From an optimization exercise on the open Yosys and OpenROAD flow, aimed at small area, a short achievable clock period and few clock cycles per item; shortcuts taken in it are not production practice. Function was checked by simulation only, so behaviour that the tests miss may differ from the original.

==> flow/design.v (outline; a module is shown in full before it is edited, if it fits) <==
// module sb_xor: 1 lines
// module sb_xnor: 1 lines
// module sb_and: 1 lines
// module sb_nand: 1 lines
// module sb_ao21: 1 lines
// module sb_ao22: 3 lines
// module sb_mux2: 1 lines
// module sb_ainv: 26 lines
// module sb_alin: 26 lines
// module sb_ainvx: 34 lines
// module sb_inv4: 30 lines
// module aes_sbox: 116 lines
// module aes_sbox_k: 125 lines
// module aes_dec_mix: 355 lines
// module aes_enc_mix: 174 lines
// module aes256_cbc: 221 lines
module aes256_cbc #(
  parameter [127:0] IV0 = 128'h0102030405060708090a0b0c0d0e0f10
) (
  input  wire         clk,
  input  wire         rst,         
  input  wire         in_valid,
  output wire         in_ready,
  input  wire [1:0]   in_op,
  input  wire         in_first,
  input  wire [127:0] in_data,
  input  wire [255:0] in_key,
  output wire         out_valid,
  input  wire         out_ready,
  output wire [127:0] out_data,
  output wire [1:0]   out_err
);
  // ...
==> flow/flow/run.sh <==
#!/bin/bash
# The standard layout (the standard.sh, ORFS synthesis to final), with one change: the port
# buffers that global placement inserts are the smallest buffer cell instead of ORFS's default
# pick (a 4-stage delay buffer). Every port still gets its buffer.
set -euo pipefail
bash standard.sh 'BUFFER_PORTS_ARGS=-buffer_cell sky130_fd_sc_hd__buf_1' finish > standard_flow.log 2>&1
==> flow/standard.sh <==
#!/bin/bash
# synth_recipe.tcl (not shown) runs the flow's synth.tcl, then flattens the netlist and writes it again
# the make line also repeats each setting of config.mk as NAME=value (left out here)
make -C /OpenROAD-flow-scripts/flow DESIGN_CONFIG=/design/flow/config.mk WORK_HOME=/design/flow/orfs CLKGATE_MAP_FILE= SYNTH_SCRIPT=/design/flow/synth_recipe.tcl "${@:-finish}"
==> flow/config.mk <==
export PLATFORM = sky130hd
export DESIGN_NAME = aes256_cbc
export DESIGN_NICKNAME = aes256_cbc
export VERILOG_FILES = /design/flow/design.v
export SDC_FILE = /design/flow/constraint.sdc
export NUM_CORES = 8
export LEC_CHECK = 0
export CAP_MARGIN = 30
export CORE_MARGIN = 2
export CORE_UTILIZATION = 45
export CTS_BUF_LIST = sky130_fd_sc_hd__clkbuf_8
export PLACE_DENSITY = 0.6
export SETUP_SLACK_MARGIN = 4.5
export SLEW_MARGIN = 35
export SYNTH_HIERARCHICAL = 1
export SYNTH_MINIMUM_KEEP_SIZE = 0
==> flow/constraint.sdc <==
create_clock -name core_clock -period 11.0 [get_ports {clk}]
set_input_delay 2.2000 -clock core_clock [delete_from_list [all_inputs] [get_ports {clk}]]
set_output_delay 2.2000 -clock core_clock [all_outputs]
set_load 0.01 [all_outputs]
==> results by group, run 1 <==
Final layout
  – Final cell count without fillers: 14700
  – Final Util: 0.5063
  – Non-CTS buffers: between 900 and 1000
  – Data buffer area share: 0.04805
  – Most frequent cells in the layout: xor2_1, nand2_1, edfxtp_1
  – Area delta synth->final: 11.83%
  – Nets: 11720

Placement
  – IO buf count: 522
  – DP Wirelength: 339.8 mm
  – Cells after DPL: about 14000

Detailed routing
  – Met1 Wirelength: between 150 and 200 mm
  – DR top layer: met5

Timing
  – Max Freq: 0.1555 GHz
  – Max-slew violation count: 0

Floorplanning
  – Row count: between 150 and 200
  – Die area: between 200000 and 250000 um2

Global routing
  – Met3 Use GR: 0.08200

Clock network
  – H-tree level count: 4
  – CTS tree: done

Synth
  – Simple-gate area share of the yosys netlist: 0.07749
  – Compound-Gate Fraction of Synth Area: 0.1100
  – Cell variety after synth: 53

Setup path
  – Worst path bufs/invs: 3
  – CP Capture Type: register

Run status
  – Status: complete, no violations
Testbench counts, summed over its fixed seeds: cycles 11,896, items 842.
==> inputs of run 2 (changes only) <==
--- a/flow/config.mk
+++ b/flow/config.mk
@@ -11,5 +11,5 @@
 export CTS_BUF_LIST = sky130_fd_sc_hd__clkbuf_8
 export PLACE_DENSITY = 0.6
-export SETUP_SLACK_MARGIN = 4.5
+export SETUP_SLACK_MARGIN = 5
 export SLEW_MARGIN = 35
 export SYNTH_HIERARCHICAL = 1
==> run 2 against run 1 <==
  * Still clean
  * Critical path depth decreased by 12
  * Final area increased by 6.8%
  * Die area unchanged
  * Utilization rose by 3.4 points
  * Worst setup slack gained 0.43 ns
  * Sequential share of layout area decreased by 1.7 points
  * Largest cell class unchanged
==> results by group, run 2 <==
Clock network
  – Clock latency on the worst-skew pair: ~1.2 ns
  – Worst-path clk slew: roughly 0.060 ns
  – CTS tree: done
  – Cts bufs inserted: between 200 and 250
  – H-tree level count: 4 (unchanged)
  – Clk root buf: clkbuf_8
  – Clk buf depth: 3
  – # hold bufs at CTS: 0
  – CTS Sinks: 1296

Floorplanning
  – Height of the chip: 490.4 um
  – Core ar.: around 240000 um2
  – Die area: 240500 um2 (unchanged)
  – Die Span X: ~500 um
  – Initial Util: 0.4527
  – Io pins: between 500 and 600
  – Row count: 178 (unchanged)

Timing
  – RSZ-0062 raised after global routing: yes
  – Endpoints failing setup: 0
  – Hold Vio Cnt, Final: 0
  – Final worst path period share: 0.5454
  – Worst Tran Pin Value: 1.114 ns
  – Clock Skew: ~0.15 ns
  – Max Freq: 0.1667 GHz (+7.2%)
  – Slew HR: 0.2363
  – Setup TNS: 0 ns
  – Max-slew violation count: 0 (unchanged)
  – Min cycle time layout: between 5 and 6 ns

Detailed routing
  – Vias: 85690
  – DR WL/cell: approximately 31 um
  – First-iteration detailed-routing DRC count: between 10000 and 15000
  – Number of routed nets with antenna violations: 0
  – Detailed Route WL: approximately 460 mm
  – DRC: 0
  – Via-to-Cell Ratio: between 5 and 6
  – Drt first pass iters: 6

Final layout
  – Final Util: 0.5405 (+0.03427)
  – Biggest regs: k0: 256 flops, kn: 256 flops, w: 256 flops
  – Layout cells sized above 1: 0.1856
  – Nets: 12100 (+3.2%)
  – Fillers: between 20000 and 25000
  – Most frequent cells in the layout: xor2_1, nand2_1, edfxtp_1
  – Area delta synth->final: 19.41%
  – Commonest non-fill, non-tap cell in the layout: xor2_1

Global routing
  – Met3 Use GR: 0.09235 (+0.01036)
  – GRT busiest layer: met2
  – GR Layer Usage met1: 0.4915
  – Global-route wire length before repair: 627.6 mm
  – Total gr overflow: 0
  – GRT Util Overall: 0.3657
  – M2 GR Usage: 0.5269
  – Largest net degree at the start of global routing: ~180
  – Vias in the first global route: 81480
  – Antenna violations before repair: 34

Synth
  – Cell count after synthesis: ~11000
  – Cell variety after synth: 53 (unchanged)
  – Synth warn: 7
  – Synth Register Bits: around 1300
  – Seq/Total Area, Yosys: 0.3169
  – EDFF count, synth: 779
  – Syn Area/Cell: around 9.5 um2
  – Mapped cell area: around 110000 um2
  – Commonest cells in the synthesized netlist: xor2_1, nand2_1, edfxtp_1
  – Largest area contributor in the netlist: xor2_1
  – FFs w/ async S/R, synth: 0
  – Top-count cell post-synth: xor2_1
  – Main area contributors after synthesis: xor2_1, edfxtp_1, dfxtp_1
  – Synth Net Count: about 12000
  – Ys flop type: edfxtp_1
  – Top cell type's share of synthesized area: 0.3357

Setup path
  – Critical Path Fanout Max: 37
  – Arrival time at the worst endpoint: 6.91 ns
  – Startpoint types: primary input
  – FF-to-FF path depth: 23
  – Crit path kind: primary input to register
  – Crit path required time: around 12 ns
  – CP Capture Type: register

Run
  – Max-cap violation count: 0

Min path
  – Min-delay worst type: register to register
  – Hold depth: 0

Run status
  – Status: complete, no violations

Placement
  – DP Wirelength: 342.8 mm (+0.88%)
  – IO buf count: 522 (unchanged)
  – RePlAce Congestion: around 1.0
run 2: cell counts after synthesis:
Identical to the previous run, type by type.
run 2: through the flow:
stage	instances	hold slack, ns	area, um2	worst slack, ns
floorplan	11190	0.4003	106500	2.152
global placement	14110	0.4169	108500	2.969
detailed placement	14110	0.4176	108900	2.832
CTS	14750	0.3880	120000	4.840
global route	15070	0.4065	127100	4.827
finish	15080	0.4044	127100	5.000
run 2: repair_timing:
action,in CTS,in global routing
gates cloned,0,1
pin swaps,102,161
setup buffers,184,313
setup endpoints to repair,492,423
resized for setup,583,621
run 2: kinds of logic after synthesis:
| logic type | Yosys count | synth area share |
|---|---|---|
| AO/OA/AOI/OAI | 1748 | 0.1100 |
| XOR/XNOR | 4582 | 0.3769 |
| adder cells (fa/ha/maj) | 5 | 0.0005876 |
| buffers and inverters | 1145 | 0.06843 |
| flip-flops | 1296 | 0.3169 |
| multiplexers | 512 | 0.04964 |
| AND/OR/NAND/NOR | 1900 | 0.07749 |
run 2: final timing paths:
kind	startpoint	slack (ns)	to
max	in_op[0]	5.00	state[83]$_DFF_P_
min	w[110]$_DFF_P_	0.40	kn[110]$_DFFE_PP_
max reg2reg	state[36]$_DFF_P_	5.05	state[75]$_DFF_P_
min reg2reg	w[110]$_DFF_P_	0.40	kn[110]$_DFFE_PP_
run 2: modules after synthesis (local to each module, per instance), excerpt:
module,cell area (um2),cells
sb_mux2,15.01,1
sb_alin,60.06,8
sb_xor,8.758,1
aes_dec_mix,480.5,64
aes256_cbc,53350,4456
sb_xnor,8.758,1
run 2: cell type report:
| class | instances | area, um2 | area share |
|---|---|---|---|
| clock buffer | 280 | 3854 | 0.03031 |
| antenna | 11 | 27.53 | 0.0002165 |
| inverter | 83 | 322.8 | 0.002539 |
| clock inverter | 171 | 1478 | 0.01162 |
| tap | 3150 | 3941 | 0.03100 |
| multi-input combinational | 8748 | 74200 | 0.5837 |
| timing repair buffer | 1336 | 9387 | 0.07384 |
| sequential | 1296 | 33910 | 0.2668 |
run 2: per-layer routing:
| layer | vias to the layer above | share of wire |
|---|---|---|
| li1 | 37300 | - |
| met3 | 1018 | 0.11 |
| met2 | 4818 | 0.42 |
| met1 | 42540 | 0.41 |
| met4 | 16 | 0.072 |
| met5 | - | 0.00025 |
run 2: critical path, cell delays in order:
cell and delay (ns):
buf_1 0.24, and3b_1 0.34, nand2_4 0.49, buf_4 0.65, buf_4 0.66, mux2i_1 0.84, xnor2_1 0.34, xor2_1 0.24
xor2_1 0.17, a22o_1 0.23, a21o_1 0.20, a21o_1 0.16
==> inputs of run 3 (changes only) <==
--- a/flow/config.mk
+++ b/flow/config.mk
@@ -10,6 +10,6 @@
 export CORE_UTILIZATION = 45
 export CTS_BUF_LIST = sky130_fd_sc_hd__clkbuf_8
-export PLACE_DENSITY = 0.6
-export SETUP_SLACK_MARGIN = 5
+export PLACE_DENSITY = 0.65
+export SETUP_SLACK_MARGIN = 4.75
 export SLEW_MARGIN = 35
 export SYNTH_HIERARCHICAL = 1
==> run 3 against run 2 <==
  * Sequential share of layout area rose by 1.0 points
  * Maximum frequency fell by 3.0%
  * Flip-flop and latch count did not move
  * Hold slack got worse by 0.0059 ns
  * Critical path depth rose by 12
  * Non-clock buffer count fell by 302
  * Clock skew fell by 0.034 ns
  * Die area did not move
  * Global-route usage fell by 0.71 points
  * Critical endpoint is now state[100]$_DFF_P_
==> results by group, run 3 <==
Timing
  – Clock Skew: 0.1162 ns (-0.03420 ns)
  – Min cycle time layout: 6.185 ns (+0.1855 ns)
  – Final worst path period share: 0.5623 (+0.01687)
  – Slew HR: 0.2691 (+0.03281)
  – RSZ-0062 raised after global routing: yes
  – Endpoints failing setup: 0 (unchanged)
  – Hold Vio Cnt, Final: 0 (unchanged)
  – Setup TNS: 0 ns (unchanged)
  – Max Freq: 0.1617 GHz (-3.0%)
  – Worst Tran Pin Value: 1.066 ns (-0.04784 ns)
  – Max-slew violation count: 0 (unchanged)
  – Final WS setup: 4.815 ns (-0.1855 ns)

Floorplanning
  – Core ar.: 235200 um2 (unchanged)
  – Io pins: 523 (unchanged)
  – Die area: 240500 um2 (unchanged)
  – Height of the chip: 490.4 um (unchanged)
  – Initial Util: 0.4527 (unchanged)
  – Row count: 178 (unchanged)
  – Die Span X: 490.4 um (unchanged)

Synth
  – Mapped cell area: 106500 um2 (unchanged)
  – Synth Register Bits: 1296 (unchanged)
  – Top-count cell post-synth: xor2_1
  – EDFF count, synth: 779 (unchanged)
  – Seq/Total Area, Yosys: 0.3169 (unchanged)
  – Syn Area/Cell: 9.516 um2 (unchanged)
  – FFs w/ async S/R, synth: 0 (unchanged)
  – Cell count after synthesis: 11190 (unchanged)
  – Synth Net Count: 11580 (unchanged)
  – Top cell type's share of synthesized area: 0.3357 (unchanged)
  – Synth warn: 7 (unchanged)
  – Cell variety after synth: 53 (unchanged)
  – Commonest cells in the synthesized netlist: xor2_1, nand2_1, edfxtp_1
  – Ys flop type: edfxtp_1
  – Main area contributors after synthesis: xor2_1, edfxtp_1, dfxtp_1
  – Largest area contributor in the netlist: xor2_1

Placement
  – IO buf count: 522 (unchanged)
  – RePlAce Congestion: 1.019 (+0.31%)
  – Pre-CTS setup slack: 2.897 ns (+0.06511 ns)
  – DP Wirelength: 340.5 mm (-0.68%)

Final layout
  – Nets: 11790 (-2.5%)
  – Commonest non-fill, non-tap cell in the layout: xor2_1
  – Area delta synth->final: 14.62%
  – Biggest regs: k0: 256 flops, kn: 256 flops, w: 256 flops
  – Layout cells sized above 1: 0.1418 (-0.04378)
  – Reg area: 33830 um2 (-0.24%)
  – Multi-input logic area: 72030 um2 (-2.9%)
  – Fillers: 21560 (+2.4%)
  – Most frequent cells in the layout: xor2_1, nand2_1, edfxtp_1
  – Final Util: 0.5189 (-0.02167)

Setup path
  – Worst setup path end: state[100]$_DFF_P_
  – R2R setup slack: 4.81 ns (-0.24 ns)
  – Arrival time at the worst endpoint: 7.17 ns (+0.26 ns)
  – Crit path required time: 11.98 ns (+0.07 ns)
  – Worst R2R Start: state[47]$_DFF_P_
  – Crit path kind: register to register
  – Critical Path, Cell by Cell: xor2_4 > xor2_4 > xor2_2 > nand2_1 > xor2_4 > xor2_1 > xor2_2 > buf_4 > and2b_1 > nor4_2 > a211oi_2 > nand2_1 > xor2_1 > xor2_1 > xor2_1 > xor2_1 > buf_6 > xor2_4 > buf_12 > xor2_1 > xor2_1 > xor2_1 > xor2_2 > a21o_1
  – Slowest CP cell: dfxtp_1
  – CP Capture Type: register
  – Crit. Startpoint: state[47]$_DFF_P_
  – Critical Path Fanout Max: 12 (-68%)
  – FF-to-FF path depth: 24 (+4.3%)
  – R2R Path End: state[100]$_DFF_P_
  – Slowest stage delay, CP: 0.51 ns (-0.33 ns)
  – CP dominant cell by count: xor2_1
  – Startpoint types: register

Clock network
  – H-tree level count: 4 (unchanged)
  – Clock latency on the worst-skew pair: 1.13 ns (-0.03 ns)
  – Clk root buf: clkbuf_8
  – # hold bufs at CTS: 0 (unchanged)
  – CTS tree: done
  – CTS Sinks: 1296 (unchanged)
  – Worst-path clk slew: 0.06 ns (about the same)
  – Cts bufs inserted: 234 (-0.85%)
  – Clk buf depth: 3 (unchanged)

Detailed routing
  – First-iteration detailed-routing DRC count: 10220 (-3.1%)
  – DR WL/cell: 30.53 um (about the same)
  – Vias: 84300 (-1.6%)
  – Drt first pass iters: 8 (+2)
  – Number of routed nets with antenna violations: 0 (unchanged)
  – DRC: 0 (unchanged)
  – Detailed Route WL: 450.9 mm (-2.1%)
  – Via-to-Cell Ratio: 5.708 (+0.42%)

Global routing
  – GRT Util Overall: 0.3586 (-0.007066)
  – Antenna violations before repair: 32 (-5.9%)
  – Vias in the first global route: 80840 (-0.79%)
  – Total gr overflow: 0 (unchanged)
  – Largest net degree at the start of global routing: 187 (+6.9%)
  – Global-route wire length before repair: 618.9 mm (-1.4%)

Min path
  – Min-delay worst type: register to register
  – Hold depth: 0 (unchanged)

Run status
  – Status: complete, no violations

Run
  – Max-cap violation count: 0 (unchanged)
-- run 3: worst min-delay path by stage --
stage	startpoint	endpoint	slack [ns]
final	w[77]$_DFF_P_	kn[77]$_DFFE_PP_	0.40
after detailed placement	w[103]$_DFF_P_	kn[103]$_DFFE_PP_	0.42
after CTS	w[77]$_DFF_P_	kn[77]$_DFFE_PP_	0.41
after floorplan	err[0]$_SDFFCE_PN1P_	oerr[0]$_DFFE_PP_	0.40
after global placement	w[104]$_DFF_P_	kn[104]$_DFFE_PP_	0.41
after global routing	w[77]$_DFF_P_	kn[77]$_DFFE_PP_	0.41
-- run 3: per-layer routing --
metal	share of wire	wire [um]	vias to the layer above	track usage
li1	-	-	36900	-
met1	0.41	183300	41330	0.4843
met2	0.41	185300	4984	0.5109
met3	0.11	48490	1069	0.08986
met4	0.075	33660	18	0.2225
met5	0.00028	125	-	0
-- run 3: critical path: cells and delay by family, from the launching register on --
family	cells	cell delay, ns
compound gates	2	0.47
xor+xnor	15	3.85
simple gates	4	0.59
flops	1	0.51
buf+inv	3	0.61
-- run 3: layout make-up --
type                       instances  area share
timing repair buffer            1034     0.05396
clock buffer                     283     0.03192
tap                             3150     0.03230
sequential                      1296      0.2772
antenna                           11   0.0002256
multi-input combinational       8748      0.5903
inverter                          83    0.002666
clock inverter                   164     0.01138
-- run 3: kinds of logic after synthesis --
family | share of synthesized area
fa+ha+maj | 0.0005876
flops | 0.3169
compound gates | 0.1100
buf+inv | 0.06843
xor+xnor | 0.3769
simple gates | 0.07749
mux | 0.04964
-- run 3: what timing repair did --
| action | 4_1_cts | 5_1_grt |
|---|---|---|
| gates resized for setup | 374 | 433 |
| setup buffers | 83 | 128 |
| pin swaps | 52 | 86 |
| setup endpoints to repair | 409 | 300 |
| gates cloned | 1 | 0 |
-- run 3: Yosys stat by module, one instance, submodules excluded, a selection --
module,cells inside,cell area [um2]
aes256_cbc,4456,53350
aes_dec_mix,64,480.5
aes_enc_mix,32,240.2
sb_inv4,36,230.2
aes_sbox,8,60.06
aes_sbox_k,8,60.06
sb_alin,8,60.06
sb_mux2,1,15.01
sb_ao22,1,8.758
sb_xnor,1,8.758
sb_xor,1,8.758
sb_ao21,1,7.507
sb_and,1,6.256
sb_nand,1,3.754
-- run 3: metrics by stage --
| stage | hold slack, ns | instance area, um2 | cells |
|---|---|---|---|
| 6_report | 0.3985 | 122000 | 14770 |
| 5_1_grt | 0.4117 | 122000 | 14760 |
| 4_1_cts | 0.4061 | 117600 | 14630 |
| 3_5_place_dp | 0.4196 | 108700 | 14100 |
| 3_3_place_gp | 0.4140 | 108400 | 14090 |
| 2_1_floorplan | 0.4003 | 106500 | 11190 |
==> inputs of run 4 (changes only) <==
--- a/flow/config.mk
+++ b/flow/config.mk
@@ -8,7 +8,7 @@
 export CAP_MARGIN = 30
 export CORE_MARGIN = 2
-export CORE_UTILIZATION = 45
+export CORE_UTILIZATION = 40
 export CTS_BUF_LIST = sky130_fd_sc_hd__clkbuf_8
-export PLACE_DENSITY = 0.65
+export PLACE_DENSITY = 0.6
 export SETUP_SLACK_MARGIN = 4.75
 export SLEW_MARGIN = 35
==> run 4 against run 3 <==
  * Still clean on timing, DRC and antenna
  * Clock-buffer cell count fell by 9
  * Synthesized cell count did not move
  * Worst setup slack gained 0.011 ns
  * Highest routed layer unchanged
==> results by group, run 4 <==
Timing
  – Hold_ws: 0.4143 ns (+0.01577 ns)
  – Max Freq: 0.1620 GHz (+0.18%)
  – RSZ-0062 raised after global routing: yes
  – Max-slew violation count: 0 (unchanged)
  – Setup TNS: 0 ns (unchanged)
  – Worst Tran Pin Value: 1.118 ns (+0.05183 ns)
  – Hold Vio Cnt, Final: 0 (unchanged)
  – Slew HR: 0.2549 (-0.01423)
  – Endpoints failing setup: 0 (unchanged)
  – Final worst path period share: 0.5613 (-0.001024)
  – Final WS setup: 4.826 ns (+0.01126 ns)
  – Min cycle time layout: 6.174 ns (-0.01126 ns)
  – Clock Skew: 0.1152 ns (-0.001012 ns)

Synth
  – Commonest cells in the synthesized netlist: xor2_1, nand2_1, edfxtp_1
  – Top-count cell post-synth: xor2_1
  – Post-Synth XOR/XNOR Area: 0.3769 (unchanged)
  – Compound-Gate Fraction of Synth Area: 0.1100 (unchanged)
  – Largest area contributor in the netlist: xor2_1
  – Post-synthesis mux area share: 0.04964 (unchanged)
  – Synth Register Bits: 1296 (unchanged)
  – Seq/Total Area, Yosys: 0.3169 (unchanged)
  – FFs w/ async S/R, synth: 0 (unchanged)
  – Mapped cell area: 106500 um2 (unchanged)
  – Top cell type's share of synthesized area: 0.3357 (unchanged)
  – Cell count after synthesis: 11190 (unchanged)
  – Simple-gate area share of the yosys netlist: 0.07749 (unchanged)
  – Cell variety after synth: 53 (unchanged)
  – Combinational family with the most area after synthesis: XOR/XNOR gates
  – Syn Area/Cell: 9.516 um2 (unchanged)
  – Ys flop type: edfxtp_1
  – EDFF count, synth: 779 (unchanged)
  – Synth Area in Adders: 0.0005876 (unchanged)
  – Main area contributors after synthesis: xor2_1, edfxtp_1, dfxtp_1
  – Synth Net Count: 11580 (unchanged)
  – Synth warn: 7 (unchanged)

Final layout
  – Area delta synth->final: 15.28%
  – Layout cells sized above 1: 0.1464 (+0.004637)
  – Biggest regs: k0: 256 flops, kn: 256 flops, w: 256 flops
  – Commonest non-fill, non-tap cell in the layout: xor2_1
  – Nets: 11810 (+0.14%)
  – Final Util: 0.4634 (-0.05548)
  – Most frequent cells in the layout: xor2_1, nand2_1, edfxtp_1

Setup path
  – Critical Path Fanout Max: 12 (unchanged)
  – Critical Path, Cell by Cell: xor2_4 > xor2_4 > xor2_4 > nand2_1 > xor2_4 > xor2_1 > xor2_2 > buf_4 > or2_4 > a31oi_1 > nand2_1 > xor2_1 > xor2_2 > xor2_2 > xnor2_4 > buf_6 > xor2_4 > xor2_1 > xor2_1 > xor2_1 > xor2_1 > a21o_1
  – Startpoint types: register
  – Crit path required time: 11.93 ns (-0.05 ns)
  – CP Capture Type: register
  – Slowest CP cell: dfxtp_2
  – Arrival time at the worst endpoint: 7.11 ns (-0.06 ns)
  – Crit path kind: register to register
  – Slowest stage delay, CP: 0.45 ns (-0.06 ns)
  – CP dominant cell by count: xor2_1

Placement
  – IO buf count: 522 (unchanged)
  – Pre-CTS setup slack: 2.937 ns (+0.04014 ns)
  – RePlAce Congestion: 1.052 (+3.2%)
  – DP Wirelength: 349.0 mm (+2.5%)

Run status
  – Status: complete, no violations

Global routing
  – Vias in the first global route: 81150 (+0.39%)
  – Largest net degree at the start of global routing: 155 (-17%)
  – GRT Util Overall: 0.3314 (-0.02722)
  – Total gr overflow: 0 (unchanged)
  – Antenna violations before repair: 28 (-13%)
  – Global-route wire length before repair: 637.5 mm (+3.0%)

Floorplanning
  – Row count: 189 (+6.2%)
  – Die Span X: 519.9 um (+6.0%)
  – Core ar.: 264900 um2 (+13%)
  – Height of the chip: 519.9 um (+6.0%)
  – Io pins: 523 (unchanged)
  – Initial Util: 0.4020 (-0.05071)
  – Die area: 270300 um2 (+12%)

Detailed routing
  – DRC: 0 (unchanged)
  – Drt first pass iters: 7 (-1)
  – DR WL/cell: 30.84 um (+1.0%)
  – Number of routed nets with antenna violations: 0 (unchanged)
  – Vias: 84570 (+0.32%)
  – Detailed Route WL: 467.6 mm (+3.7%)
  – Via-to-Cell Ratio: 5.578 (-2.3%)
  – First-iteration detailed-routing DRC count: 10450 (+2.3%)

Clock network
  – Clk root buf: clkbuf_8
  – H-tree level count: 4 (unchanged)
  – # hold bufs at CTS: 0 (unchanged)
  – CTS tree: done
  – CTS Sinks: 1296 (unchanged)
  – Clk buf depth: 4 (+1)
  – Cts bufs inserted: 233 (-0.43%)
  – Clock latency on the worst-skew pair: 1.14 ns (about the same)
  – Worst-path clk slew: 0.06 ns (about the same)

Min path
  – Min-delay worst type: register to register

Run
  – Max-cap violation count: 0 (unchanged)
-- run 4: cell counts after synthesis --
Identical to the previous run, type by type.
-- run 4: critical path: cells and delay by family, from the launching register on --
family / cells / cell delay [ns]
buffers and inverters: 2 / 0.50
and+or+nand+nor: 3 / 0.60
DFF: 1 / 0.45
AOI/OAI and AO/OA: 2 / 0.54
xor gates and xnor gates: 15 / 3.88
-- run 4: area by class of cell --
type                    instances  area (um2)
multi-input cells            8747       72580
well taps                    3533        4420
clock buffers                 274        3771
diodes                         13       32.53
fillers                     25120      142100
clock inverters               164        1081
inverters                      83       325.3
repair buffers               1052        6708
flip-flops and latches       1296       33810
-- run 4: final timing paths --
check / start / to / slack, ns / cells past startpoint
setup / recovery: state[97]$_DFF_P_ / state[12]$_DFF_P_ / 4.83 / 22
hold / removal: err[1]$_SDFFCE_PN0P_ / oerr[1]$_DFFE_PP_ / 0.41 / 0
setup reg to reg: state[97]$_DFF_P_ / state[12]$_DFF_P_ / 4.83 / 22
hold reg to reg: err[1]$_SDFFCE_PN0P_ / oerr[1]$_DFFE_PP_ / 0.41 / 0
-- run 4: timing repair --
| item | in CTS | in global routing |
|---|---|---|
| endpoints found under the hold margin | 0 | 0 |
| resized for setup | 393 | 484 |
| setup endpoints to repair | 348 | 372 |
| pin swaps | 51 | 98 |
| gates cloned | 0 | 0 |
| buffers inserted | 97 | 155 |
-- run 4: Yosys stat by module (local to each module, per instance), excerpt --
module | cells | flip-flops and latches | area [um2] | copies in the design
sb_xor | 1 | 0 | 8.758 | 3920
sb_ao22 | 1 | 0 | 8.758 | 128
aes256_cbc | 4456 | 1296 | 53350 | 1
sb_xnor | 1 | 0 | 8.758 | 208
sb_inv4 | 36 | 0 | 230.2 | 20
sb_mux2 | 1 | 0 | 15.01 | 32
aes_dec_mix | 64 | 0 | 480.5 | 4
aes_sbox | 8 | 0 | 60.06 | 4
sb_ao21 | 1 | 0 | 7.507 | 384
sb_alin | 8 | 0 | 60.06 | 16
aes_enc_mix | 32 | 0 | 240.2 | 4
sb_nand | 1 | 0 | 3.754 | 540
sb_and | 1 | 0 | 6.256 | 128
-- run 4: logic make-up after synthesis --
group	Yosys count
AO/OA/AOI/OAI	1748
XOR/XNOR	4582
adder cells (fa/ha/maj)	5
buffers and inverters	1145
flip-flops	1296
multiplexers	512
AND/OR/NAND/NOR	1900
-- run 4: stage by stage --
stage	area (um2)	std cells
detailed placement	109000	14460
finish	122700	15160
global placement	108500	14450
global route	122700	15160
CTS	117700	14990
floorplan	106500	11190
-- run 4: per-layer routing --
metal	GRT usage	up-vias	wire, um
met5	0	-	160
met4	0.2427	18	41590
met2	0.4851	4906	196300
met1	0.4265	41660	182000
li1	-	36890	-
met3	0.07629	1098	47510
==> inputs of run 5 (changes only) <==
--- a/flow/config.mk
+++ b/flow/config.mk
@@ -8,5 +8,5 @@
 export CAP_MARGIN = 30
 export CORE_MARGIN = 2
-export CORE_UTILIZATION = 40
+export CORE_UTILIZATION = 45
 export CTS_BUF_LIST = sky130_fd_sc_hd__clkbuf_8
 export PLACE_DENSITY = 0.6
==> run 5 against run 4 <==
  * Utilization is 5.9 points higher
  * Routed wire length is 2.4% lower
  * Worst setup slack better by 0.11 ns
  * Maximum frequency is 1.8% higher
  * Sequential share of layout area hardly changed
  * Non-clock buffer count is 54 higher
  * Final area hardly changed
  * Final cell count is 2.1% lower
  * Clock skew is 0.013 ns higher
  * Largest cell class unchanged
==> results by group, run 5 <==
Synth
  – Cell count after synthesis: 11190 (unchanged)
  – Syn Area/Cell: 9.516 um2 (unchanged)
  – Post-synthesis mux area share: 0.04964 (unchanged)
  – Mapped cell area: 106500 um2 (unchanged)
  – Top-count cell post-synth: xor2_1
  – Synth Net Count: 11580 (unchanged)
  – Main area contributors after synthesis: xor2_1, edfxtp_1, dfxtp_1
  – Top cell type's share of synthesized area: 0.3357 (unchanged)
  – EDFF count, synth: 779 (unchanged)
  – Ys flop type: edfxtp_1
  – Synth Area in Adders: 0.0005876 (unchanged)
  – Simple-gate area share of the yosys netlist: 0.07749 (unchanged)
  – Cell variety after synth: 53 (unchanged)
  – FFs w/ async S/R, synth: 0 (unchanged)
  – Post-Synth XOR/XNOR Area: 0.3769 (unchanged)
  – Combinational family with the most area after synthesis: XOR/XNOR gates
  – Largest area contributor in the netlist: xor2_1
  – Synth warn: 7 (unchanged)
  – Compound-Gate Fraction of Synth Area: 0.1100 (unchanged)
  – Commonest cells in the synthesized netlist: xor2_1, nand2_1, edfxtp_1
  – Seq/Total Area, Yosys: 0.3169 (unchanged)
  – Synth Register Bits: 1296 (unchanged)

Global routing
  – Vias in the first global route: 80980 (-0.22%)
  – GRT Util Overall: 0.3637 (+0.03236)
  – Antenna violations before repair: 33 (+18%)
  – Global-route wire length before repair: 625.0 mm (-2.0%)
  – Largest net degree at the start of global routing: 235 (+52%)
  – Total gr overflow: 0 (unchanged)

Setup path
  – FF-to-FF path depth: 23 (+4.5%)
  – CP Capture Type: register
  – Critical Path Fanout Max: 13 (+1)
  – CP dominant cell by count: xor2_1
  – Crit path required time: 11.94 ns (about the same)
  – Worst setup path end: state[6]$_DFF_P_
  – Startpoint types: register
  – Critical Path, Cell by Cell: xor2_1 > xor2_4 > xor2_2 > nand2_1 > xor2_1 > xor2_1 > xor2_2 > buf_4 > or2_4 > a32oi_1 > nand2_1 > xor2_1 > xor2_1 > xor2_2 > xnor2_2 > buf_6 > xor2_4 > buf_12 > xor2_1 > xor2_1 > xor2_1 > xnor2_1 > a21o_1
  – Crit path kind: register to register
  – Worst path bufs/invs: 3 (+1)
  – Slowest stage delay, CP: 0.49 ns (+0.04 ns)
  – R2R setup slack: 4.94 ns (+0.11 ns)
  – Slowest CP cell: dfxtp_4
  – R2R Path End: state[6]$_DFF_P_
  – CP top delay family: XOR/XNOR gates
  – Worst R2R Start: state[96]$_DFF_P_
  – WP depth: 23 (+4.5%)
  – Arrival time at the worst endpoint: 7.00 ns (-0.11 ns)
  – Crit. Startpoint: state[96]$_DFF_P_

Final layout
  – Commonest non-fill, non-tap cell in the layout: xor2_1
  – Biggest regs: k0: 256 flops, kn: 256 flops, w: 256 flops
  – Multi-input logic area: 72370 um2 (-0.29%)
  – Layout cells sized above 1: 0.1476 (+0.001144)
  – Nets: 11860 (+0.45%)
  – Area delta synth->final: 15.35% (about the same)
  – Fillers: 21650 (-14%)
  – Final Util: 0.5222 (+0.05880)
  – Reg area: 33820 um2 (about the same)
  – Most frequent cells in the layout: xor2_1, nand2_1, edfxtp_1

Timing
  – Hold_ws: 0.3915 ns (-0.02276 ns)
  – Worst Tran Pin Value: 1.117 ns (-0.0005311 ns)
  – RSZ-0062 raised after global routing: yes
  – Min cycle time layout: 6.064 ns (-0.1100 ns)
  – Clock Skew: 0.1281 ns (+0.01290 ns)
  – Final worst path period share: 0.5513 (-0.009997)
  – Endpoints failing setup: 0 (unchanged)
  – Hold Vio Cnt, Final: 0 (unchanged)
  – Max-slew violation count: 0 (unchanged)
  – Max Freq: 0.1649 GHz (+1.8%)
  – Slew HR: 0.2339 (-0.02095)
  – Setup TNS: 0 ns (unchanged)

Detailed routing
  – Detailed Route WL: 456.2 mm (-2.4%)
  – Number of routed nets with antenna violations: 0 (unchanged)
  – DR top layer: met5
  – DRC: 0 (unchanged)
  – Met1 Wirelength: 189.6 mm (+4.2%)
  – First-iteration detailed-routing DRC count: 9713 (-7.1%)
  – DR WL/cell: 30.75 um (-0.30%)
  – DR WL met2: 192.2 mm (-2.1%)
  – Met3 routed WL: 43.74 mm (-7.9%)
  – Via-to-Cell Ratio: 5.652 (+1.3%)
  – Drt first pass iters: 6 (-1)
  – Vias: 83850 (-0.85%)

Placement
  – IO buf count: 522 (unchanged)
  – DP Wirelength: 344.3 mm (-1.3%)
  – RePlAce Congestion: 1.006 (-4.4%)

Clock network
  – CTS Sinks: 1296 (unchanged)
  – CTS tree: done
  – Worst-path clk slew: 0.07 ns (about the same)
  – Clk buf depth: 3 (-1)
  – Clk root buf: clkbuf_8
  – Cts bufs inserted: 232 (-0.43%)
  – H-tree level count: 4 (unchanged)
  – Clock latency on the worst-skew pair: 1.14 ns (about the same)

Floorplanning
  – Initial Util: 0.4527 (+0.05071)
  – Io pins: 523 (unchanged)
  – Die Span X: 490.4 um (-5.7%)
  – Row count: 178 (-5.8%)
  – Core ar.: 235200 um2 (-11%)
  – Die area: 240500 um2 (-11%)
  – Height of the chip: 490.4 um (-5.7%)

Run status
  – Status: complete, no violations

Run
  – Max-cap violation count: 0 (unchanged)

Min path
  – Min-delay worst type: register to register
-- run 5: cell types whose count changed in the layout (fill, tap and decap cells not counted), moves of 9 or more --
| cell | delta |
|---|---|
| xnor2_2 | +11 |
| xor2_2 | -37 |
| buf_4 | +53 |
| mux2i_1 | -12 |
| xor2_1 | +43 |
| mux2i_4 | +13 |
| clkinv_16 | +11 |
| dfxtp_2 | -9 |
| inv_1 | +21 |
| xnor2_1 | -10 |
| clkinv_1 | -19 |
-- run 5: modules after synthesis, one instance, submodules excluded, a selection --
module | cells inside | cell area (um2) | copies in the design | flops+latches
aes256_cbc | 4456 | 53350 | 1 | 1296
aes_sbox | 8 | 60.06 | 4 | 0
sb_and | 1 | 6.256 | 128 | 0
sb_ao21 | 1 | 7.507 | 384 | 0
sb_xnor | 1 | 8.758 | 208 | 0
aes_enc_mix | 32 | 240.2 | 4 | 0
aes_dec_mix | 64 | 480.5 | 4 | 0
aes_sbox_k | 8 | 60.06 | 16 | 0
sb_xor | 1 | 8.758 | 3920 | 0
sb_alin | 8 | 60.06 | 16 | 0
sb_mux2 | 1 | 15.01 | 32 | 0
sb_nand | 1 | 3.754 | 540 | 0
sb_inv4 | 36 | 230.2 | 20 | 0
sb_ao22 | 1 | 8.758 | 128 | 0
-- run 5: kinds of logic (layout without fill, tap and decap cells) --
kind of cell / after synthesis / after routing
mux: 512 / 512
other cells: 0 / 12
compound gates: 1748 / 1748
simple gates: 1900 / 1900
buf+inv: 1145 / 1632
fa+ha+maj: 5 / 5
flops: 1296 / 1296
xor+xnor: 4582 / 4582
-- run 5: worst register-to-register path, stage by stage, from the launching register on --
cell	delay [ns]
dfxtp_4	0.49
xor2_1	0.38
xor2_4	0.26
xor2_2	0.27
nand2_1	0.10
xor2_1	0.17
xor2_1	0.25
xor2_2	0.09
buf_4	0.18
or2_4	0.27
a32oi_1	0.32
nand2_1	0.20
xor2_1	0.22
xor2_1	0.30
xor2_2	0.33
xnor2_2	0.16
buf_6	0.29
xor2_4	0.28
buf_12	0.15
xor2_1	0.34
xor2_1	0.21
xor2_1	0.29
xnor2_1	0.16
a21o_1	0.18
-- run 5: timing repair --
item / 4_1_cts / 5_1_grt
endpoints found under the setup margin: 323 / 261
hold buffers: 0 / 0
pin swaps: 35 / 106
buffers inserted: 103 / 156
gates resized for setup: 343 / 473
-- run 5: worst min path at each step --
stage / from / to / slack (ns) / cells after the start
final: w[32]$_DFF_P_ / kn[32]$_DFFE_PP_ / 0.39 / 0
after global placement: w[123]$_DFF_P_ / kn[123]$_DFFE_PP_ / 0.41 / 0
after floorplan: err[0]$_SDFFCE_PN1P_ / oerr[0]$_DFFE_PP_ / 0.40 / 0
after global routing: w[32]$_DFF_P_ / kn[32]$_DFFE_PP_ / 0.42 / 0
after CTS: w[32]$_DFF_P_ / kn[32]$_DFFE_PP_ / 0.37 / 0
after detailed placement: err[0]$_SDFFCE_PN1P_ / oerr[0]$_DFFE_PP_ / 0.41 / 0
-- run 5: metrics by stage --
stage | setup WS, ns | instances | instance area, um2
2_1_floorplan | 2.152 | 11190 | 106500
3_3_place_gp | 3.080 | 14120 | 108600
3_5_place_dp | 3.073 | 14120 | 109000
4_1_cts | 4.676 | 14660 | 117600
5_1_grt | 4.617 | 14830 | 122800
6_report | 4.936 | 14840 | 122800
-- run 5: metal layers --
layer	GRT usage	vias to the layer above
li1	-	37000
met1	0.4931	41550
met2	0.5342	4361
met3	0.08062	932
met4	0.2037	16
met5	0	-
-- run 5: area by class of cell --
type / instances / area share
multi-input cells: 8747 / 0.5893
flip-flops and latches: 1296 / 0.2754
repair buffers: 1106 / 0.05808
well taps: 3150 / 0.03209
clock buffers: 273 / 0.03059
clock inverters: 170 / 0.01169
inverters: 83 / 0.002649
diodes: 12 / 0.0002445
==> inputs of run 6 (changes only) <==
--- a/flow/config.mk
+++ b/flow/config.mk
@@ -10,4 +10,6 @@
 export CORE_UTILIZATION = 45
 export CTS_BUF_LIST = sky130_fd_sc_hd__clkbuf_8
+export CTS_CLUSTER_DIAMETER = 60
+export CTS_CLUSTER_SIZE = 14
 export PLACE_DENSITY = 0.6
 export SETUP_SLACK_MARGIN = 4.75
==> run 6 against run 5 <==
  * Maximum frequency decreased by 1.6%
  * Sequential share of layout area increased by 0.54 points
  * Final area decreased by 1.9%
  * Highest routed layer unchanged
  * Clock skew decreased by 0.036 ns
  * Largest cell class unchanged
  * Clock-buffer cell count decreased by 121
  * Critical path type unchanged
  * Routed wire length decreased by 0.32%
==> results by group, run 6 <==
Global routing
  – Total gr overflow: 0 (unchanged)
  – Largest net degree at the start of global routing: 235 (unchanged)
  – Vias in the first global route: 80320 (-0.82%)
  – GRT busiest layer: met2
  – GR Layer Usage met1: 0.4855 (-0.007613)
  – Global-route wire length before repair: 621.7 mm (-0.53%)
  – M2 GR Usage: 0.5279 (-0.006235)
  – Antenna violations before repair: 42 (+27%)
  – Met3 Use GR: 0.08837 (+0.007754)
  – GRT Util Overall: 0.3622 (-0.001533)

Final layout
  – Fillers: 21740 (+0.45%)
  – Nets: 11750 (-0.93%)
  – Area delta synth->final: 13.19%
  – Final cell count without fillers: 14650 (-1.3%)
  – Layout cells sized above 1: 0.1396 (-0.007970)
  – Biggest regs: k0: 256 flops, kn: 256 flops, w: 256 flops
  – Final Util: 0.5124 (-0.009779)
  – Commonest non-fill, non-tap cell in the layout: xor2_1
  – Most frequent cells in the layout: xor2_1, nand2_1, edfxtp_1

Synth
  – Commonest cells in the synthesized netlist: xor2_1, nand2_1, edfxtp_1
  – Synth Area in Adders: 0.0005876 (unchanged)
  – Simple-gate area share of the yosys netlist: 0.07749 (unchanged)
  – Synth warn: 7 (unchanged)
  – Combinational family with the most area after synthesis: XOR/XNOR gates
  – Synth Net Count: 11580 (unchanged)
  – Compound-Gate Fraction of Synth Area: 0.1100 (unchanged)
  – Post-synthesis mux area share: 0.04964 (unchanged)
  – Cell count after synthesis: 11190 (unchanged)
  – Largest area contributor in the netlist: xor2_1
  – Top cell type's share of synthesized area: 0.3357 (unchanged)
  – FFs w/ async S/R, synth: 0 (unchanged)
  – Mapped cell area: 106500 um2 (unchanged)
  – Cell variety after synth: 53 (unchanged)
  – Main area contributors after synthesis: xor2_1, edfxtp_1, dfxtp_1
  – Top-count cell post-synth: xor2_1
  – Synth Register Bits: 1296 (unchanged)
  – Ys flop type: edfxtp_1
  – Post-Synth XOR/XNOR Area: 0.3769 (unchanged)
  – EDFF count, synth: 779 (unchanged)
  – Seq/Total Area, Yosys: 0.3169 (unchanged)
  – Syn Area/Cell: 9.516 um2 (unchanged)

Setup path
  – Arrival time at the worst endpoint: 6.90 ns (-0.10 ns)
  – CP dominant cell by count: xor2_1
  – CP Capture Type: register
  – Crit path kind: register to register
  – Slowest stage delay, CP: 0.54 ns (+0.05 ns)
  – Slowest CP cell: a21oi_1
  – Crit path required time: 11.74 ns (-0.20 ns)
  – Worst path bufs/invs: 4 (+1)
  – Critical Path, Cell by Cell: xor2_4 > xor2_4 > xor2_2 > nand2_1 > xor2_4 > xor2_1 > xor2_2 > buf_4 > or2_4 > a31oi_1 > nand2_1 > xor2_1 > xor2_1 > xor2_1 > xor2_1 > buf_6 > xor2_4 > buf_12 > buf_4 > xnor2_1 > mux2i_1 > nor2_1 > a21oi_1 > nor2_1
  – Startpoint types: register
  – Critical Path Fanout Max: 11 (-2)
  – CP top delay family: XOR/XNOR gates

Timing
  – Min cycle time layout: 6.161 ns (+0.09753 ns)
  – Hold Vio Cnt, Final: 0 (unchanged)
  – Max-slew violation count: 0 (unchanged)
  – Slew HR: 0.2918 (+0.05788)
  – Final worst path period share: 0.5601 (+0.008866)
  – Endpoints failing setup: 0 (unchanged)
  – RSZ-0062 raised after global routing: yes
  – Worst Tran Pin Value: 1.062 ns (-0.05486 ns)
  – Clock Skew: 0.09193 ns (-0.03616 ns)
  – Max Freq: 0.1623 GHz (-1.6%)
  – Setup TNS: 0 ns (unchanged)

Placement
  – Cells after DPL: 14120 (unchanged)
  – IO buf count: 522 (unchanged)
  – DP Wirelength: 344.3 mm (unchanged)
  – RePlAce Congestion: 1.006 (unchanged)

Clock network
  – Worst-path clk slew: 0.09 ns (+0.02 ns)
  – # hold bufs at CTS: 0 (unchanged)
  – Clk root buf: clkbuf_8
  – Cts bufs inserted: 148 (-36%)
  – Clk buf depth: 3 (unchanged)
  – CTS tree: done
  – Clock latency on the worst-skew pair: 1.05 ns (-0.09 ns)
  – CTS Sinks: 1296 (unchanged)
  – H-tree level count: 4 (unchanged)

Detailed routing
  – DRC: 0 (unchanged)
  – Drt first pass iters: 6 (unchanged)
  – Via-to-Cell Ratio: 5.688 (+0.65%)
  – Detailed Route WL: 454.8 mm (-0.32%)
  – Vias: 83330 (-0.63%)
  – First-iteration detailed-routing DRC count: 9419 (-3.0%)
  – Number of routed nets with antenna violations: 0 (unchanged)
  – DR WL/cell: 31.05 um (+0.97%)

Run
  – Max-cap violation count: 0 (unchanged)

Floorplanning
  – Io pins: 523 (unchanged)
  – Die Span X: 490.4 um (unchanged)
  – Die area: 240500 um2 (unchanged)
  – Height of the chip: 490.4 um (unchanged)
  – Core ar.: 235200 um2 (unchanged)
  – Initial Util: 0.4527 (unchanged)
  – Row count: 178 (unchanged)

Run status
  – Status: complete, no violations

Min path
  – Min-delay worst type: register to register
## run 6: cell counts after synthesis
No cell type changed its count.
## run 6: per-stage QoR
stage,instance area [um2],hold WS (ns),setup slack (ns)
6_report,120500,0.4339,4.839
5_1_grt,120500,0.4308,4.646
4_1_cts,115700,0.4305,4.620
3_5_place_dp,109000,0.4147,3.073
3_3_place_gp,108600,0.4146,3.080
2_1_floorplan,106500,0.4003,2.152
## run 6: timing repair
item                                    4_1_cts  5_1_grt
resized for setup                           343      472
endpoints found under the setup margin      319      256
buffers inserted                            102      130
endpoints found under the hold margin         0        0
pin swaps                                    36       99
## run 6: cell families after synthesis
group	after synthesis
AND/OR/NAND/NOR	1900
XOR/XNOR	4582
adder cells (fa/ha/maj)	5
flip-flops	1296
multiplexers	512
buffers and inverters	1145
AO/OA/AOI/OAI	1748
## run 6: cell type report
cell class,count,area [um2],area share
repair buffers,1080,6867,0.05698
flip-flops and latches,1296,33840,0.2808
inverters,83,325.3,0.002699
clock inverters,124,1100,0.009126
multi-input cells,8747,72310,0.6000
well taps,3150,3941,0.03270
clock buffers,152,2092,0.01736
diodes,16,40.04,0.0003322
## run 6: layer usage
| layer | part of all wire | vias to the layer above |
|---|---|---|
| met5 | 0.00054 | - |
| met4 | 0.068 | 38 |
| met3 | 0.097 | 920 |
| met2 | 0.42 | 4254 |
| met1 | 0.41 | 41380 |
| li1 | - | 36740 |
## run 6: final timing paths
path / from / to / slack [ns] / depth (start not counted)
max: state[3]$_DFF_P_ / obuf[32]$_SDFFCE_PN0P_ / 4.84 / 24
min: err[0]$_SDFFCE_PN1P_ / oerr[0]$_DFFE_PP_ / 0.43 / 0
max reg2reg: state[3]$_DFF_P_ / obuf[32]$_SDFFCE_PN0P_ / 4.84 / 24
min reg2reg: err[0]$_SDFFCE_PN1P_ / oerr[0]$_DFFE_PP_ / 0.43 / 0
## run 6: per-module statistics from Yosys (local to each module, per instance), excerpt
module,flip-flops and latches,area (um2),cells
aes256_cbc,1296,53350,4456
aes_dec_mix,0,480.5,64
aes_enc_mix,0,240.2,32
aes_sbox,0,60.06,8
sb_ao21,0,7.507,1
sb_ao22,0,8.758,1
sb_inv4,0,230.2,36
sb_mux2,0,15.01,1
sb_nand,0,3.754,1
sb_xnor,0,8.758,1
sb_xor,0,8.758,1
## run 6: worst reg2reg max path: stages, from the launching register on
cell	delay, ns
dfxtp_1	0.49
xor2_4	0.35
xor2_4	0.28
xor2_2	0.24
nand2_1	0.17
xor2_4	0.28
xor2_1	0.25
xor2_2	0.09
buf_4	0.18
or2_4	0.26
a31oi_1	0.28
nand2_1	0.16
xor2_1	0.35
xor2_1	0.21
xor2_1	0.34
xor2_1	0.23
buf_6	0.29
xor2_4	0.13
buf_12	0.16
buf_4	0.14
xnor2_1	0.11
mux2i_1	0.20
nor2_1	0.06
a21oi_1	0.54
nor2_1	0.09
==> inputs of run 7 (changes only) <==
--- a/flow/config.mk
+++ b/flow/config.mk
@@ -6,13 +6,11 @@
 export NUM_CORES = 8
 export LEC_CHECK = 0
-export CAP_MARGIN = 30
+export CAP_MARGIN = 25
 export CORE_MARGIN = 2
 export CORE_UTILIZATION = 45
 export CTS_BUF_LIST = sky130_fd_sc_hd__clkbuf_8
-export CTS_CLUSTER_DIAMETER = 60
-export CTS_CLUSTER_SIZE = 14
 export PLACE_DENSITY = 0.6
 export SETUP_SLACK_MARGIN = 4.75
-export SLEW_MARGIN = 35
+export SLEW_MARGIN = 25
 export SYNTH_HIERARCHICAL = 1
 export SYNTH_MINIMUM_KEEP_SIZE = 0
==> run 7 against run 6 <==
  * Final area grew 1.2%
  * Sequential share of layout area shrank 0.34 points
  * Critical path depth shrank 1
  * Largest cell class unchanged
  * Critical path type unchanged
  * Critical endpoint is now state[106]$_DFF_P_
  * Clock-buffer cell count grew 116
  * Worst setup slack gained 0.023 ns
==> results by group, run 7 <==
Run status
  – Status: complete, no violations

Setup path
  – CP Capture Type: register
  – CP top delay family: XOR/XNOR gates
  – Worst path bufs/invs: 2 (-2)
  – Slowest stage delay, CP: 0.48 ns (-0.06 ns)
  – Startpoint types: register
  – Slowest CP cell: dfxtp_1
  – R2R Path End: state[106]$_DFF_P_
  – Arrival time at the worst endpoint: 7.06 ns (+0.16 ns)
  – Critical Path Fanout Max: 7 (-4)
  – Crit path kind: register to register
  – R2R setup slack: 4.86 ns (+0.02 ns)
  – CP dominant cell by count: xor2_1
  – Critical Path, Cell by Cell: xor2_4 > xor2_2 > xor2_1 > nand2_1 > xor2_4 > xor2_1 > xor2_2 > buf_4 > nor2b_1 > o21a_1 > a211oi_2 > nand2_1 > xor2_1 > xor2_1 > xor2_2 > xnor2_4 > buf_6 > xor2_2 > xor2_2 > xor2_1 > xor2_1 > xnor2_1 > a21o_1
  – Crit path required time: 11.92 ns (+0.18 ns)
  – Worst R2R Start: state[20]$_DFF_P_
  – FF-to-FF path depth: 23 (-4.2%)

Floorplanning
  – Initial Util: 0.4527 (unchanged)
  – Die area: 240500 um2 (unchanged)
  – Die Span X: 490.4 um (unchanged)
  – Height of the chip: 490.4 um (unchanged)
  – Row count: 178 (unchanged)
  – Io pins: 523 (unchanged)
  – Core ar.: 235200 um2 (unchanged)

Clock network
  – Clk root buf: clkbuf_8
  – H-tree level count: 4 (unchanged)
  – Worst-path clk slew: 0.07 ns (-0.02 ns)
  – Cts bufs inserted: 234 (+58%)
  – # hold bufs at CTS: 0 (unchanged)
  – CTS Sinks: 1296 (unchanged)
  – Clk buf depth: 3 (unchanged)
  – Clock latency on the worst-skew pair: 1.11 ns (+0.06 ns)
  – CTS tree: done

Final layout
  – Layout cells sized above 1: 0.1425 (+0.002903)
  – Reg area: 33820 um2 (about the same)
  – Multi-input logic area: 72050 um2 (-0.36%)
  – Fillers: 21790 (+0.23%)
  – Biggest regs: k0: 256 flops, kn: 256 flops, w: 256 flops
  – Commonest non-fill, non-tap cell in the layout: xor2_1
  – Nets: 11820 (+0.55%)
  – Area delta synth->final: 14.52%
  – Design Area, Final: 121900 um2 (+1.2%)
  – Most frequent cells in the layout: xor2_1, nand2_1, edfxtp_1

Run
  – Max-cap violation count: 0 (unchanged)

Synth
  – Top-count cell post-synth: xor2_1
  – Seq/Total Area, Yosys: 0.3169 (unchanged)
  – EDFF count, synth: 779 (unchanged)
  – Commonest cells in the synthesized netlist: xor2_1, nand2_1, edfxtp_1
  – Top cell type's share of synthesized area: 0.3357 (unchanged)
  – Synth Net Count: 11580 (unchanged)
  – Ys flop type: edfxtp_1
  – Synth Area in Adders: 0.0005876 (unchanged)
  – Post-synthesis mux area share: 0.04964 (unchanged)
  – Synth Register Bits: 1296 (unchanged)
  – Main area contributors after synthesis: xor2_1, edfxtp_1, dfxtp_1
  – Synth warn: 7 (unchanged)
  – Post-Synth XOR/XNOR Area: 0.3769 (unchanged)
  – Simple-gate area share of the yosys netlist: 0.07749 (unchanged)
  – Compound-Gate Fraction of Synth Area: 0.1100 (unchanged)
  – Mapped cell area: 106500 um2 (unchanged)
  – Syn Area/Cell: 9.516 um2 (unchanged)
  – FFs w/ async S/R, synth: 0 (unchanged)
  – Cell variety after synth: 53 (unchanged)
  – Combinational family with the most area after synthesis: XOR/XNOR gates
  – Cell count after synthesis: 11190 (unchanged)
  – Largest area contributor in the netlist: xor2_1

Timing
  – Final WS setup: 4.861 ns (+0.02294 ns)
  – Setup TNS: 0 ns (unchanged)
  – Hold Vio Cnt, Final: 0 (unchanged)
  – Clock Skew: 0.1036 ns (+0.01172 ns)
  – Endpoints failing setup: 0 (unchanged)
  – Max Freq: 0.1629 GHz (+0.37%)
  – Worst Tran Pin Value: 1.233 ns (+0.1703 ns)
  – RSZ-0062 raised after global routing: yes
  – Max-slew violation count: 0 (unchanged)
  – Slew HR: 0.1783 (-0.1135)
  – Final worst path period share: 0.5580 (-0.002085)
  – Min cycle time layout: 6.139 ns (-0.02294 ns)

Detailed routing
  – DRC: 0 (unchanged)
  – Number of routed nets with antenna violations: 0 (unchanged)
  – DR WL/cell: 30.76 um (-0.93%)
  – Vias: 83830 (+0.60%)
  – Via-to-Cell Ratio: 5.666 (-0.39%)
  – Drt first pass iters: 6 (unchanged)
  – Detailed Route WL: 455.0 mm (about the same)
  – First-iteration detailed-routing DRC count: 9877 (+4.9%)

Min path
  – Hold Path Origin: w[32]$_DFF_P_
  – Min-delay worst type: register to register
  – Hold depth: 0 (unchanged)
  – WHS Endpoint: kn[32]$_DFFE_PP_

Global routing
  – Antenna violations before repair: 31 (-26%)
  – Global-route wire length before repair: 623.9 mm (+0.36%)
  – GRT Util Overall: 0.3634 (+0.001177)
  – Largest net degree at the start of global routing: 235 (unchanged)
  – Total gr overflow: 0 (unchanged)
  – Vias in the first global route: 80860 (+0.68%)

Placement
  – Pre-CTS setup slack: 3.117 ns (+0.04397 ns)
  – DP Wirelength: 344.1 mm (about the same)
  – IO buf count: 522 (unchanged)
  – Placed Area: 108700 um2 (-0.29%)
  – RePlAce Congestion: 1.006 (unchanged)
==> run 7: cell counts after synthesis <==
Identical to the previous run, type by type.
==> run 7: worst max path at each step <==
stage                        from                  to  slack [ns]  cells past startpoint
3_5_place_dp   state[117]$_DFF_P_   state[76]$_DFF_P_        3.12                     22
2_1_floorplan    rnd[0]$_DFFE_PN_     kn[0]$_DFFE_PP_        2.15                      3
5_1_grt         state[12]$_DFF_P_   state[76]$_DFF_P_        4.59                     25
4_1_cts         state[12]$_DFF_P_   state[76]$_DFF_P_        4.64                     25
3_3_place_gp    state[52]$_DFF_P_    state[4]$_DFF_P_        3.08                     22
6_report        state[20]$_DFF_P_  state[106]$_DFF_P_        4.86                     23
==> run 7: metrics by stage <==
step             util  std cells  hold WS, ns
2_1_floorplan       -      11190       0.4003
3_3_place_gp   0.4617      14120       0.4146
3_5_place_dp   0.4621      14120       0.4081
4_1_cts        0.4990      14660       0.3826
5_1_grt        0.5184      14790       0.4165
6_report       0.5184      14790       0.4007
==> run 7: layout make-up <==
class,instances,area share
timing repair buffer,1059,0.05422
tap,3150,0.03232
inverter,83,0.002648
clock buffer,268,0.03025
clock inverter,181,0.01207
sequential,1296,0.2774
multi-input combinational,8747,0.5909
antenna,10,0.0002052
==> run 7: routing by layer <==
metal  up-vias  track usage  share of wire
met5         -            0        0.00029
met4        20       0.2055          0.066
met3       942      0.07629          0.094
met2      4447       0.5340           0.42
met1     41490       0.4942           0.42
li1      36920            -              -
==> run 7: modules after synthesis, one instance, submodules excluded, a selection <==
module,flops+latches,cell area [um2]
sb_inv4,0,230.2
sb_and,0,6.256
sb_alin,0,60.06
sb_nand,0,3.754
aes_sbox,0,60.06
sb_mux2,0,15.01
aes256_cbc,1296,53350
sb_ao21,0,7.507
==> run 7: kinds of logic (layout without fill, tap and decap cells) <==
group | Yosys count | after routing
xor+xnor | 4582 | 4582
simple gates | 1900 | 1900
compound gates | 1748 | 1748
flops | 1296 | 1296
buf+inv | 1145 | 1591
mux | 512 | 512
fa+ha+maj | 5 | 5
other cells | 0 | 10
==> run 7: repair_timing <==
| action | CTS | global route |
|---|---|---|
| gates resized for setup | 357 | 461 |
| buffers inserted | 93 | 122 |
| endpoints found under the setup margin | 323 | 250 |
| gates cloned | 0 | 0 |
| pin swaps | 36 | 95 |

## what the ideal ports hide
In the flow no input, the clock included, has a driving cell. The finished layouts below were timed again as built, in two steps. Step 1 assumes that a clkbuf_16 drives the clock port and a buf_2 every other input. Step 2 times the ports against the registers' clock, not the clock port: input delays grow and output delays shrink by t, the midpoint of the rising clock arrivals with the driver on. a / b / c = no drivers / after step 1 / after step 2; a / b = the first two.
run | t, ns | setup WS [ns] | hold slack, ns | worst data-port slew with drivers (ns)
run 1 | 1.135 | 4.571 / 4.571 / 4.366 | 0.401 / 0.401 / 0.401 | 0.21
run 2 | 1.175 | 5.000 / 4.959 / 3.784 | 0.404 / 0.404 / 0.404 | 0.25
run 3 | 1.169 | 4.815 / 4.815 / 4.198 | 0.398 / 0.398 / 0.398 | 0.24
run 4 | 1.166 | 4.826 / 4.826 / 4.395 | 0.414 / 0.414 / 0.414 | 0.33
run 5 | 1.157 | 4.936 / 4.936 / 4.169 | 0.391 / 0.391 / 0.391 | 0.26
run 6 | 1.085 | 4.839 / 4.839 / 4.134 | 0.434 / 0.434 / 0.434 | 0.26
run 7 | 1.149 | 4.861 / 4.861 / 4.183 | 0.401 / 0.401 / 0.401 | 0.24
After both steps every run listed still meets setup and hold. For run 2, which loses most, drivers alone change the setup slack by -0.041 ns; drivers and shift together by -1.216 ns.
